Background: an optimization exercise with open tools, aiming at small area, a short achievable clock period and few clock cycles per item. Do not read the settings as production practice.
The RTL was checked by simulation tests, not by an equivalence proof against the original design.

==> wip/zinc: inputs <==
Design cmul64, start of the top module:
module cmul64 (
    input  wire        clk,
    input  wire        rst,
    input  wire        in_valid,
    output wire        in_ready,
    input  wire [63:0] a_re,
    input  wire [63:0] a_im,
    input  wire [63:0] b_re,
    input  wire [63:0] b_im,
    output wire        out_valid,
    input  wire        out_ready,
    output wire [63:0] y_re,
    output wire [63:0] y_im
);
==> module fp_add_align, before the edit <==
module fp_add_align (
    input  wire        sa,
    input  wire [11:0] eua,
    input  wire [52:0] ma,
    input  wire        nana,
    input  wire        infa,
    input  wire        sb,
    input  wire [11:0] eub,
    input  wire [52:0] mb,
    input  wire        nanb,
    input  wire        infb,
    output wire [56:0] sum,
    output wire [10:0] ex,       
    output wire        sx,
    output wire        rnan,
    output wire        rinf,
    output wire        sinf,
    output wire        bz,       
    output wire        zsgn
);
    wire age;
    tree_carry #(.W(65), .L(7)) u_cmp (.a({eua, ma}), .b(~{eub, mb}), .cin(1'b1), .cout(age));
    wire        swap = ~age;
    wire [52:0] mx  = swap ? mb : ma;
    wire [52:0] mz  = swap ? ma : mb;
    wire        sz  = swap ? sa : sb;
    assign sx = swap ? sb : sa;
    wire        tina  = (eua < 12'd65);
    wire        tinb  = (eub < 12'd65);
    wire [11:0] eba   = tina ? 12'd65 : eua;
    wire [11:0] ebb   = tinb ? 12'd65 : eub;
    wire [11:0] txa   = 12'd65 - eua;              
    wire [11:0] txb   = 12'd65 - eub;
    wire [11:0] tza   = eba - eub;                 
    wire [11:0] tzb   = ebb - eua;
    wire [5:0]  txsa  = ~tina ? 6'd0 : ((txa > 12'd60) ? 6'd60 : txa[5:0]);
    wire [5:0]  txsb  = ~tinb ? 6'd0 : ((txb > 12'd60) ? 6'd60 : txb[5:0]);
    wire [5:0]  tzsa  = (tza > 12'd60) ? 6'd60 : tza[5:0];
    wire [5:0]  tzsb  = (tzb > 12'd60) ? 6'd60 : tzb[5:0];
    wire [5:0]  txs   = swap ? txsb : txsa;
    wire [5:0]  tzs   = swap ? tzsb : tzsa;
    wire [11:0] ebase = swap ? ebb : eba;
    wire [52:0] mxs   = mx >> txs;
    wire [55:0] x_ext = {mxs, 3'b000};
    wire [55:0] zsh   = {mz, 3'b000} >> tzs;
    reg  [52:0] zlost;
    integer i;
    always @* begin
        for (i = 0; i < 53; i = i + 1)
            zlost[i] = mz[i] & ({6'd0, i[5:0]} + 12'd3 < {6'd0, tzs});
    end
    wire [55:0] z_ext = {zsh[55:1], zsh[0] | (|zlost)};
    wire sub = sx ^ sz;
    wire [55:0] s56;
    wire        c56;
    ks_add #(.W(56), .L(6)) u_add (.a(x_ext), .b(z_ext ^ {56{sub}}), .cin(sub), .s(s56), .cout(c56));
    assign sum = {c56 & ~sub, s56};
    assign ex  = ebase[10:0] - 11'd64;
    assign rnan = nana | nanb | (infa & infb & (sa ^ sb));
    assign rinf = infa | infb;
    assign sinf = infa ? sa : sb;
    assign bz   = (ma == 53'd0) & (mb == 53'd0);
    assign zsgn = sa & sb;
endmodule
Settings: LEC_CHECK=0, ABC_AREA=1, CAP_MARGIN=20, CELL_PAD_IN_SITES_DETAIL_PLACEMENT=1, CELL_PAD_IN_SITES_GLOBAL_PLACEMENT=2, CORE_MARGIN=2, CORE_UTILIZATION=40, PLACE_DENSITY=0.55, SLEW_MARGIN=20; clock period 34.0 ns.
run.sh (not shown) runs the stock make flow with config.mk's settings and CLKGATE_MAP_FILE= SYNTH_SCRIPT=/design/flow/synth_recipe.tcl, a recipe that flattens the netlist after the stock synthesis.
==> inputs of wip/umber, as changes to wip/zinc <==
--- a/flow/design.v
+++ b/flow/design.v
@@ -3302,4 +3302,27 @@
     assign cout = g[L][W-1];
 endmodule
+module gt_tree #(parameter integer W = 12, parameter integer L = 4) (
+    input  wire [W-1:0] a,
+    input  wire [W-1:0] b,
+    output wire         gt
+);
+    localparam integer N = 1 << L;
+    wire [N-1:0] g [0:L];
+    wire [N-1:0] e [0:L];
+    assign g[0] = {{(N-W){1'b0}}, a & ~b};
+    assign e[0] = {{(N-W){1'b1}}, ~(a ^ b)};
+    genvar l, i;
+    generate for (l = 0; l < L; l = l + 1) begin : g_lvl
+        for (i = 0; i < (N >> (l + 1)); i = i + 1) begin : g_node
+            assign g[l+1][i] = g[l][2*i+1] | (e[l][2*i+1] & g[l][2*i]);
+            assign e[l+1][i] = e[l][2*i+1] & e[l][2*i];
+        end
+        for (i = (N >> (l + 1)); i < N; i = i + 1) begin : g_zero
+            assign g[l+1][i] = 1'b0;
+            assign e[l+1][i] = 1'b0;
+        end
+    end endgenerate
+    assign gt = g[L][0];
+endmodule
 module cs_add #(parameter integer W = 56, parameter integer B = 8) (
     input  wire [W-1:0] a,
@@ -3410,7 +3433,6 @@
     output wire        zsgn
 );
-    wire age;
-    tree_carry #(.W(65), .L(7)) u_cmp (.a({eua, ma}), .b(~{eub, mb}), .cin(1'b1), .cout(age));
-    wire        swap = ~age;
+    wire        swap;
+    gt_tree #(.W(65), .L(7)) u_cmp (.a({eub, mb}), .b({eua, ma}), .gt(swap));
     wire [52:0] mx  = swap ? mb : ma;
     wire [52:0] mz  = swap ? ma : mb;
--- a/flow/config.mk
+++ b/flow/config.mk
@@ -7,5 +7,5 @@
 export LEC_CHECK = 0
 export ABC_AREA = 1
-export CAP_MARGIN = 20
+export CAP_MARGIN = 35
 export CELL_PAD_IN_SITES_DETAIL_PLACEMENT = 1
 export CELL_PAD_IN_SITES_GLOBAL_PLACEMENT = 2
@@ -13,3 +13,3 @@
 export CORE_UTILIZATION = 40
 export PLACE_DENSITY = 0.55
-export SLEW_MARGIN = 20
+export SLEW_MARGIN = 35
==> results.yml <==
detailed_routing:
  wl_mm: 2297
outcome:
  status: "complete, no violations"
setup_path:
  crit_arrival_ps: 12280
yosys:
  synth-simple-area-share_pct: 11.95
the above is filed under wip/zinc

==> results.yml <==
outcome:
  status: "complete, no violations"
detailed_routing:
  vias: 389056
  wl_mm: 2243
setup_path:
  endpoint_kind: "flop"
  r2r_end: "sum3[1][54]"
  worst_ep_required_time_ps: 34690
yosys:
  synth-simple-area-share_pct: 11.69
timing:
  min_period_ps: 11020
  hold_violations: 0
the above is filed under wip/umber

Testbench counts of wip/zinc, summed over its fixed seeds: cycles 3,240, items 3,200.
Testbench counts of wip/umber, summed over its fixed seeds: cycles 3,240, items 3,200.

-- static timing again, ports no longer ideal --
The flow's constraints put no driver on any port. The routed layouts listed below were extracted and timed again, unchanged, in two steps.
Step 1: set_driving_cell puts a clkbuf_16 on clk and a buf_2 on each other input, an assumption about the parent block.
Step 2, shift: input delay + t, output delay - t, t = (earliest + latest rising clock arrival at the registers) / 2. This alone moves slack from input paths to output paths.
Slacks: ideal / step 1 / step 2; pairs: ideal / step 1.
run | shift t [ns] | setup slack, ns | worst setup path after step 2 | pins driven straight from the clock port
wip/zinc | 1.179 | 22.506 / 22.506 / 22.506 | register to register | 1
wip/umber | 1.128 | 22.980 / 22.980 / 22.980 | register to register | 1
After both steps setup and hold are still met in every run listed.
